From an optimization exercise on the open Yosys and OpenROAD flow, aimed at small area, a short achievable clock period and few clock cycles per item; shortcuts taken in it are not production practice. RTL that was checked went through simulation tests only; none was proved equivalent to the original.

## v6
## tea_core
module tea_core #(parameter integer ARCH = 2) (
    input  wire        clk,
    input  wire        rst,           
    input  wire        in_valid,
    output wire        in_ready,
    input  wire        in_decrypt,    
    input  wire [63:0] in_key,
    input  wire [63:0] in_block,
    output wire        out_valid,
    input  wire        out_ready,
    output wire [63:0] out_block
);
export LEC_CHECK = 0
export ABC_AREA = 1
export CAP_MARGIN = 20
export CORE_MARGIN = 2
export CORE_UTILIZATION = 40
export CTS_BUF_LIST = sky130_fd_sc_hd__clkbuf_4 sky130_fd_sc_hd__clkbuf_8
export SLEW_MARGIN = 20
create_clock -name core_clock -period 12.0 [get_ports {clk}]
standard.sh (not shown) runs the stock make flow with config.mk's settings and CLKGATE_MAP_FILE= SYNTH_SCRIPT=/design/flow/synth_recipe.tcl, a recipe that flattens the netlist after the stock synthesis.
==> flow/flow/run.sh <==
#!/bin/bash
# Standard ORFS layout, with 1x port buffers and a timing-repair target
# tighter than the clock (the clock and the SDC are unchanged).
set -euo pipefail
bash standard.sh synth > synth.log 2>&1
bash standard.sh SETUP_SLACK_MARGIN=7 BUFFER_PORTS_ARGS="-buffer_cell sky130_fd_sc_hd__buf_1" finish > layout.log 2>&1
Relative to v6, the following input files were edited for v7:
--- a/flow/design.v
+++ b/flow/design.v
@@ -51,58 +51,24 @@
             for (l = 0; l < 5; l = l + 1) begin : lv
                 for (i = 0; i < 32; i = i + 1) begin : b
                     if (i >= (1 << l)) begin : op
                         assign G[l+1][i] = G[l][i] | (P[l][i] & G[l][i - (1 << l)]);
                         assign P[l+1][i] = P[l][i] & P[l][i - (1 << l)];
                     end else begin : pass
                         assign G[l+1][i] = G[l][i];
                         assign P[l+1][i] = P[l][i];
                     end
                 end
             end
             assign s = p ^ {G[5][30:0], ci};
-        end else if (ARCH == 4 || ARCH == 5) begin : hc
-            for (i = 0; i < 32; i = i + 1) begin : l0
-                if (i % 2 == 1) begin : op
-                    assign G[1][i] = G[0][i] | (P[0][i] & G[0][i-1]);
-                    assign P[1][i] = P[0][i] & P[0][i-1];
-                end else begin : pass
-                    assign G[1][i] = G[0][i];
-                    assign P[1][i] = P[0][i];
-                end
-            end
-            for (l = 1; l < 5; l = l + 1) begin : lv
-                for (i = 0; i < 32; i = i + 1) begin : b
-                    if (i % 2 == 1 && ARCH == 4 && i >= (1 << l) + 1) begin : opk
-                        assign G[l+1][i] = G[l][i] | (P[l][i] & G[l][i - (1 << l)]);
-                        assign P[l+1][i] = P[l][i] & P[l][i - (1 << l)];
-                    end else if (i % 2 == 1 && ARCH == 5 && ((i >> l) & 1)) begin : ops
-                        assign G[l+1][i] = G[l][i] | (P[l][i] & G[l][((i >> l) << l) - 1]);
-                        assign P[l+1][i] = P[l][i] & P[l][((i >> l) << l) - 1];
-                    end else begin : pass
-                        assign G[l+1][i] = G[l][i];
-                        assign P[l+1][i] = P[l][i];
-                    end
-                end
-            end
-            for (i = 0; i < 32; i = i + 1) begin : l5
-                if (i % 2 == 0 && i > 0) begin : op
-                    assign G[6][i] = G[5][i] | (P[5][i] & G[5][i-1]);
-                    assign P[6][i] = P[5][i] & P[5][i-1];
-                end else begin : pass
-                    assign G[6][i] = G[5][i];
-                    assign P[6][i] = P[5][i];
-                end
-            end
-            assign s = p ^ {G[6][30:0], ci};
         end else begin : bk
             for (l = 0; l < 5; l = l + 1) begin : up
                 for (i = 0; i < 32; i = i + 1) begin : b
                     if ((i % (2 << l)) == (2 << l) - 1) begin : op
                         assign G[l+1][i] = G[l][i] | (P[l][i] & G[l][i - (1 << l)]);
                         assign P[l+1][i] = P[l][i] & P[l][i - (1 << l)];
                     end else begin : pass
                         assign G[l+1][i] = G[l][i];
                         assign P[l+1][i] = P[l][i];
                     end
                 end
             end
@@ -112,25 +78,25 @@
                         assign G[9-l][i] = G[8-l][i] | (P[8-l][i] & G[8-l][i - (1 << l)]);
                         assign P[9-l][i] = P[8-l][i] & P[8-l][i - (1 << l)];
                     end else begin : pass
                         assign G[9-l][i] = G[8-l][i];
                         assign P[9-l][i] = P[8-l][i];
                     end
                 end
             end
             assign s = p ^ {G[9][30:0], ci};
         end
     endgenerate
 endmodule
-module tea_core #(parameter integer ARCH = 2) (
+module tea_core #(parameter integer ARCH = 1) (
     input  wire        clk,
     input  wire        rst,           
     input  wire        in_valid,
     output wire        in_ready,
     input  wire        in_decrypt,    
     input  wire [63:0] in_key,
     input  wire [63:0] in_block,
     output wire        out_valid,
     input  wire        out_ready,
     output wire [63:0] out_block
 );
     reg         busy;       
@@ -167,56 +133,56 @@
             5'd22: acc_of = 32'h36FBEF9F;
             5'd23: acc_of = 32'hD5336958;
             5'd24: acc_of = 32'h736AE311;
             5'd25: acc_of = 32'h11A25CCA;
             5'd26: acc_of = 32'hAFD9D683;
             5'd27: acc_of = 32'h4E11503C;
             5'd28: acc_of = 32'hEC48C9F5;
             5'd29: acc_of = 32'h8A8043AE;
             5'd30: acc_of = 32'h28B7BD67;
             5'd31: acc_of = 32'hC6EF3720;
         endcase
     endfunction
-    wire        idle   = ~busy & ~vld;
-    wire        accept = in_valid & idle;
+    wire        accept = in_valid & in_ready;
     wire        swp    = cnt[6];
     wire        last   = dec ? cnt[6] & ~cnt[0] : (cnt[5:0] == 6'd63);
-    wire [6:0]  cnt_nx = idle ? {7{in_decrypt}} : cnt + 7'd1;
+    wire [6:0]  cnt_nx = accept ? {7{in_decrypt}} : cnt + 7'd1;
+    wire        dec_nx = accept ? in_decrypt : dec;
     wire [31:0] f;
     tea_mix #(.ARCH(ARCH)) u_mix (.v(a), .acc(acc), .a(key[63:32]), .b(key[31:0]), .f(f));
     wire [31:0] a_step;
-    tea_add #(.ARCH(2)) u_add (.x(b), .y(f ^ {32{dec}}), .ci(dec), .s(a_step));
-    assign in_ready  = idle;
+    tea_add #(.ARCH(ARCH)) u_add (.x(b), .y(f ^ {32{dec}}), .ci(dec), .s(a_step));
+    assign in_ready  = ~busy & (~vld | out_ready);
     assign out_valid = vld;
     assign out_block = {b, a};
     always @(posedge clk) begin
         if (rst) begin
             busy <= 1'b0;
             vld  <= 1'b0;
         end else begin
             if (accept) begin
                 busy <= 1'b1;
                 vld  <= 1'b0;
             end else if (busy) begin
                 if (last) begin
                     busy <= 1'b0;
                     vld  <= 1'b1;
                 end
             end else if (out_ready) begin
                 vld <= 1'b0;
             end
         end
     end
     always @(posedge clk) begin
         cnt <= cnt_nx;
-        acc <= idle ? acc_of(5'd0) : acc_of(cnt_nx[5:1] ^ {5{dec}});
-        if (idle) begin
+        acc <= acc_of(cnt_nx[5:1] ^ {5{dec_nx}});
+        if (accept) begin
             key <= in_key;
             dec <= in_decrypt;
             a   <= in_block[31:0];
             b   <= in_block[63:32];
         end else if (busy) begin
             a   <= swp ? b : a_step;
             b   <= a;
         end
     end
 endmodule
### Flow results
Looking at design area, v7 sits about 2% above v6.
From v6 to v7 the numbers moved as follows: hold slack now sits higher; post-synthesis share of cell area spent on and, or, nand and nor gates now sits lower.
The routed wire length on v7 is in line with that on v6.
NOTE area inside the core boundary v6->v7 decreased by a few percent
From v6 to v7 the numbers moved as follows: area of the mapped netlist now sits lower, first-iteration DRC count rose about 6%, number of nets at the end of the flow -135, number of buffers inserted by post-CTS setup repair went up 16, signal arrival time at the worst endpoint moved down.
The cell count reported for v7 is smaller than that of v6 by 181.
Between v7 and v6, it is v7 whose post-synthesis cell count is lower, by 12%.
Setup slack down 400 ps in v7 wrt v6
simple AND/OR/NAND/NOR gates as the largest family of logic cells by synthesized area was reported by v6, and adder cells by v7.
Testbench counts of v7, summed over its fixed seeds: cycles 67,562, items 1,024.
No functional check of the RTL was part of v6.

The RTL this note starts from:
==> flow/design.v <==
module tea_mix #(parameter integer ARCH = 1) (
    input  wire [31:0] v,
    input  wire [31:0] acc,
    input  wire [31:0] a,
    input  wire [31:0] b,
    output wire [31:0] f
);
    wire [31:0] t0, t1, t2;
    tea_add #(.ARCH(ARCH)) u0 (.x({v[27:0], 4'b0000}), .y(a), .ci(1'b0), .s(t0));
    tea_add #(.ARCH(ARCH)) u1 (.x(v), .y(acc), .ci(1'b0), .s(t1));
    tea_add #(.ARCH(ARCH)) u2 (.x({5'b00000, v[31:5]}), .y(b), .ci(1'b0), .s(t2));
    assign f = t0 ^ t1 ^ t2;
endmodule
module tea_add #(parameter integer ARCH = 1) (
    input  wire [31:0] x,
    input  wire [31:0] y,
    input  wire        ci,
    output wire [31:0] s
);
    wire [31:0] p = x ^ y;
    wire [31:0] g0 = x & y;
    wire [31:0] G [0:10];
    wire [31:0] P [0:10];
    assign G[0] = {g0[31:1], g0[0] | (p[0] & ci)};
    assign P[0] = p;
    genvar l, i;
    generate
        if (ARCH == 9) begin : beh
            assign s = x + y + {31'd0, ci};
        end else if (ARCH == 0) begin : rip
            assign P[1] = P[0];
            assign G[1][0] = G[0][0];
            for (i = 1; i < 32; i = i + 1) begin : r
                assign G[1][i] = G[0][i] | (P[0][i] & G[1][i-1]);
            end
            assign s = p ^ {G[1][30:0], ci};
        end else if (ARCH == 2) begin : skl
            for (l = 0; l < 5; l = l + 1) begin : lv
                for (i = 0; i < 32; i = i + 1) begin : b
                    if ((i >> l) & 1) begin : op
                        assign G[l+1][i] = G[l][i] | (P[l][i] & G[l][((i >> l) << l) - 1]);
                        assign P[l+1][i] = P[l][i] & P[l][((i >> l) << l) - 1];
                    end else begin : pass
                        assign G[l+1][i] = G[l][i];
                        assign P[l+1][i] = P[l][i];
                    end
                end
            end
            assign s = p ^ {G[5][30:0], ci};
        end else if (ARCH == 3) begin : ks
            for (l = 0; l < 5; l = l + 1) begin : lv
                for (i = 0; i < 32; i = i + 1) begin : b
                    if (i >= (1 << l)) begin : op
                        assign G[l+1][i] = G[l][i] | (P[l][i] & G[l][i - (1 << l)]);
                        assign P[l+1][i] = P[l][i] & P[l][i - (1 << l)];
                    end else begin : pass
                        assign G[l+1][i] = G[l][i];
                        assign P[l+1][i] = P[l][i];
                    end
                end
            end
            assign s = p ^ {G[5][30:0], ci};
        end else if (ARCH == 4 || ARCH == 5) begin : hc
            for (i = 0; i < 32; i = i + 1) begin : l0
                if (i % 2 == 1) begin : op
                    assign G[1][i] = G[0][i] | (P[0][i] & G[0][i-1]);
                    assign P[1][i] = P[0][i] & P[0][i-1];
                end else begin : pass
                    assign G[1][i] = G[0][i];
                    assign P[1][i] = P[0][i];
                end
            end
            for (l = 1; l < 5; l = l + 1) begin : lv
                for (i = 0; i < 32; i = i + 1) begin : b
                    if (i % 2 == 1 && ARCH == 4 && i >= (1 << l) + 1) begin : opk
                        assign G[l+1][i] = G[l][i] | (P[l][i] & G[l][i - (1 << l)]);
                        assign P[l+1][i] = P[l][i] & P[l][i - (1 << l)];
                    end else if (i % 2 == 1 && ARCH == 5 && ((i >> l) & 1)) begin : ops
                        assign G[l+1][i] = G[l][i] | (P[l][i] & G[l][((i >> l) << l) - 1]);
                        assign P[l+1][i] = P[l][i] & P[l][((i >> l) << l) - 1];
                    end else begin : pass
                        assign G[l+1][i] = G[l][i];
                        assign P[l+1][i] = P[l][i];
                    end
                end
            end
            for (i = 0; i < 32; i = i + 1) begin : l5
                if (i % 2 == 0 && i > 0) begin : op
                    assign G[6][i] = G[5][i] | (P[5][i] & G[5][i-1]);
                    assign P[6][i] = P[5][i] & P[5][i-1];
                end else begin : pass
                    assign G[6][i] = G[5][i];
                    assign P[6][i] = P[5][i];
                end
            end
            assign s = p ^ {G[6][30:0], ci};
        end else begin : bk
            for (l = 0; l < 5; l = l + 1) begin : up
                for (i = 0; i < 32; i = i + 1) begin : b
                    if ((i % (2 << l)) == (2 << l) - 1) begin : op
                        assign G[l+1][i] = G[l][i] | (P[l][i] & G[l][i - (1 << l)]);
                        assign P[l+1][i] = P[l][i] & P[l][i - (1 << l)];
                    end else begin : pass
                        assign G[l+1][i] = G[l][i];
                        assign P[l+1][i] = P[l][i];
                    end
                end
            end
            for (l = 3; l >= 0; l = l - 1) begin : dn
                for (i = 0; i < 32; i = i + 1) begin : b
                    if ((i % (2 << l)) == (1 << l) - 1 && i >= (2 << l)) begin : op
                        assign G[9-l][i] = G[8-l][i] | (P[8-l][i] & G[8-l][i - (1 << l)]);
                        assign P[9-l][i] = P[8-l][i] & P[8-l][i - (1 << l)];
                    end else begin : pass
                        assign G[9-l][i] = G[8-l][i];
                        assign P[9-l][i] = P[8-l][i];
                    end
                end
            end
            assign s = p ^ {G[9][30:0], ci};
        end
    endgenerate
endmodule
module tea_addpg (
    input  wire [31:0] p,
    input  wire [31:0] g,
    input  wire        ci,
    output wire [31:0] s
);
    wire [31:0] G [0:5];
    wire [31:0] P [0:5];
    assign G[0] = {g[31:1], g[0] | (p[0] & ci)};
    assign P[0] = p;
    genvar l, i;
    generate
        for (l = 0; l < 5; l = l + 1) begin : lv
            for (i = 0; i < 32; i = i + 1) begin : b
                if ((i >> l) & 1) begin : op
                    assign G[l+1][i] = G[l][i] | (P[l][i] & G[l][((i >> l) << l) - 1]);
                    assign P[l+1][i] = P[l][i] & P[l][((i >> l) << l) - 1];
                end else begin : pass
                    assign G[l+1][i] = G[l][i];
                    assign P[l+1][i] = P[l][i];
                end
            end
        end
    endgenerate
    assign s = p ^ {G[5][30:0], ci};
endmodule
module tea_core #(parameter integer ARCH = 1) (
    input  wire        clk,
    input  wire        rst,           
    input  wire        in_valid,
    output wire        in_ready,
    input  wire        in_decrypt,    
    input  wire [63:0] in_key,
    input  wire [63:0] in_block,
    output wire        out_valid,
    input  wire        out_ready,
    output wire [63:0] out_block
);
    reg         busy;       
    reg         vld;        
    reg  [6:0]  cnt;        
    reg         dec;
    reg  [63:0] key;
    reg  [31:0] a, b;
    reg  [31:0] acc;        
    function [31:0] acc_of(input [4:0] m);
        case (m)
            5'd0: acc_of = 32'h9E3779B9;
            5'd1: acc_of = 32'h3C6EF372;
            5'd2: acc_of = 32'hDAA66D2B;
            5'd3: acc_of = 32'h78DDE6E4;
            5'd4: acc_of = 32'h1715609D;
            5'd5: acc_of = 32'hB54CDA56;
            5'd6: acc_of = 32'h5384540F;
            5'd7: acc_of = 32'hF1BBCDC8;
            5'd8: acc_of = 32'h8FF34781;
            5'd9: acc_of = 32'h2E2AC13A;
            5'd10: acc_of = 32'hCC623AF3;
            5'd11: acc_of = 32'h6A99B4AC;
            5'd12: acc_of = 32'h08D12E65;
            5'd13: acc_of = 32'hA708A81E;
            5'd14: acc_of = 32'h454021D7;
            5'd15: acc_of = 32'hE3779B90;
            5'd16: acc_of = 32'h81AF1549;
            5'd17: acc_of = 32'h1FE68F02;
            5'd18: acc_of = 32'hBE1E08BB;
            5'd19: acc_of = 32'h5C558274;
            5'd20: acc_of = 32'hFA8CFC2D;
            5'd21: acc_of = 32'h98C475E6;
            5'd22: acc_of = 32'h36FBEF9F;
            5'd23: acc_of = 32'hD5336958;
            5'd24: acc_of = 32'h736AE311;
            5'd25: acc_of = 32'h11A25CCA;
            5'd26: acc_of = 32'hAFD9D683;
            5'd27: acc_of = 32'h4E11503C;
            5'd28: acc_of = 32'hEC48C9F5;
            5'd29: acc_of = 32'h8A8043AE;
            5'd30: acc_of = 32'h28B7BD67;
            5'd31: acc_of = 32'hC6EF3720;
        endcase
    endfunction
    wire        idle   = ~busy & ~vld;
    wire        accept = in_valid & idle;
    wire        swp    = cnt[6];
    wire        last   = dec ? cnt[6] & ~cnt[0] : (cnt[5:0] == 6'd63);
    wire [6:0]  cnt_nx = idle ? {7{in_decrypt}} : cnt + 7'd1;
    wire [31:0] t0, t1, t2;
    tea_add #(.ARCH(ARCH)) u_t0 (.x({a[27:0], 4'b0000}), .y(key[63:32]), .ci(1'b0), .s(t0));
    tea_add #(.ARCH(ARCH)) u_t1 (.x(a), .y(acc), .ci(1'b0), .s(t1));
    tea_add #(.ARCH(ARCH)) u_t2 (.x({5'b00000, a[31:5]}), .y(key[31:0]), .ci(1'b0), .s(t2));
    wire [31:0] p_s = (t0 ^ t1) ^ (t2 ^ b ^ {32{dec}});
    wire [31:0] g_s = b & ~p_s;
    wire [31:0] a_step;
    tea_addpg u_add (.p(p_s), .g(g_s), .ci(dec), .s(a_step));
    assign in_ready  = idle;
    assign out_valid = vld;
    assign out_block = {b, a};
    always @(posedge clk) begin
        if (rst) begin
            busy <= 1'b0;
            vld  <= 1'b0;
        end else begin
            if (accept) begin
                busy <= 1'b1;
                vld  <= 1'b0;
            end else if (busy) begin
                if (last) begin
                    busy <= 1'b0;
                    vld  <= 1'b1;
                end
            end else if (out_ready) begin
                vld <= 1'b0;
            end
        end
    end
    always @(posedge clk) begin
        cnt <= cnt_nx;
        acc <= idle ? acc_of(5'd0) : acc_of(cnt_nx[5:1] ^ {5{dec}});
        if (idle) begin
            key <= in_key;
            dec <= in_decrypt;
            a   <= in_block[31:0];
            b   <= in_block[63:32];
        end else if (busy) begin
            a   <= swp ? b : a_step;
            b   <= a;
        end
    end
endmodule
clock: 12.0 ns
lec_check: 0
abc_area: 1
cap_margin: 20
core_margin: 2
core_utilization: 40
cts_buf_list: sky130_fd_sc_hd__clkbuf_4 sky130_fd_sc_hd__clkbuf_8
slew_margin: 20
Scripts as last shown in full above: flow/flow/run.sh
The starting point went through all stages and came out clean.
Rerun with:
--- a/flow/design.v
+++ b/flow/design.v
@@ -121,30 +121,4 @@
         end
     endgenerate
-endmodule
-module tea_addpg (
-    input  wire [31:0] p,
-    input  wire [31:0] g,
-    input  wire        ci,
-    output wire [31:0] s
-);
-    wire [31:0] G [0:5];
-    wire [31:0] P [0:5];
-    assign G[0] = {g[31:1], g[0] | (p[0] & ci)};
-    assign P[0] = p;
-    genvar l, i;
-    generate
-        for (l = 0; l < 5; l = l + 1) begin : lv
-            for (i = 0; i < 32; i = i + 1) begin : b
-                if ((i >> l) & 1) begin : op
-                    assign G[l+1][i] = G[l][i] | (P[l][i] & G[l][((i >> l) << l) - 1]);
-                    assign P[l+1][i] = P[l][i] & P[l][((i >> l) << l) - 1];
-                end else begin : pass
-                    assign G[l+1][i] = G[l][i];
-                    assign P[l+1][i] = P[l][i];
-                end
-            end
-        end
-    endgenerate
-    assign s = p ^ {G[5][30:0], ci};
 endmodule
 module tea_core #(parameter integer ARCH = 1) (
@@ -208,12 +182,8 @@
     wire        last   = dec ? cnt[6] & ~cnt[0] : (cnt[5:0] == 6'd63);
     wire [6:0]  cnt_nx = idle ? {7{in_decrypt}} : cnt + 7'd1;
-    wire [31:0] t0, t1, t2;
-    tea_add #(.ARCH(ARCH)) u_t0 (.x({a[27:0], 4'b0000}), .y(key[63:32]), .ci(1'b0), .s(t0));
-    tea_add #(.ARCH(ARCH)) u_t1 (.x(a), .y(acc), .ci(1'b0), .s(t1));
-    tea_add #(.ARCH(ARCH)) u_t2 (.x({5'b00000, a[31:5]}), .y(key[31:0]), .ci(1'b0), .s(t2));
-    wire [31:0] p_s = (t0 ^ t1) ^ (t2 ^ b ^ {32{dec}});
-    wire [31:0] g_s = b & ~p_s;
+    wire [31:0] f;
+    tea_mix #(.ARCH(ARCH)) u_mix (.v(a), .acc(acc), .a(key[63:32]), .b(key[31:0]), .f(f));
     wire [31:0] a_step;
-    tea_addpg u_add (.p(p_s), .g(g_s), .ci(dec), .s(a_step));
+    tea_add #(.ARCH(2)) u_add (.x(b), .y(f ^ {32{dec}}), .ci(dec), .s(a_step));
     assign in_ready  = idle;
     assign out_valid = vld;
Sequential share of layout area is higher by 1.3 points; final area is lower by 4.1%; cell count is lower by 6.6%; area after synthesis is lower by 2.7%; global-route usage is lower by 0.87 points; core utilization is lower by 0.65 points; worst setup slack barely changes.
Testbench counts after the change, summed over its fixed seeds: cycles 68,578, items 1,024.
The RTL of the first run of this note was laid out without a check of its function.

afterwards: timing with drivers on the ports:
No port has a modelled driver above. Below, the same layouts with a new extraction and two added sets of constraints. Step 1 (the two cells are an assumption about what drives the block):
set clk [get_ports {clk}]
set_driving_cell -lib_cell sky130_fd_sc_hd__clkbuf_16 $clk
set_driving_cell -lib_cell sky130_fd_sc_hd__buf_2 [delete_from_list [all_inputs] $clk]
Step 2 times the ports against the registers' clock, not the clock port: input delays grow and output delays shrink by t, the midpoint of the rising clock arrivals with the driver on. a / b / c = no drivers / after step 1 / after step 2; a / b = the first two.
run | t, ns | setup WS [ns] | latest minus earliest clock arrival (ns)
v6 | 0.558 | 7.210 / 7.210 / 7.200 | 0.022 / 0.022
v7 | 0.544 | 6.807 / 6.766 / 6.700 | 0.014 / 0.014
the first run of note 2 | 0.548 | 7.304 / 7.304 / 6.800 | 0.020 / 0.021
the second run of note 2 | 0.553 | 7.305 / 7.305 / 7.305 | 0.019 / 0.019
After both steps setup and hold are still met in every run listed. For the first run of note 2, which loses most, drivers alone change the setup slack by 0.000 ns; drivers and shift together by -0.504 ns.
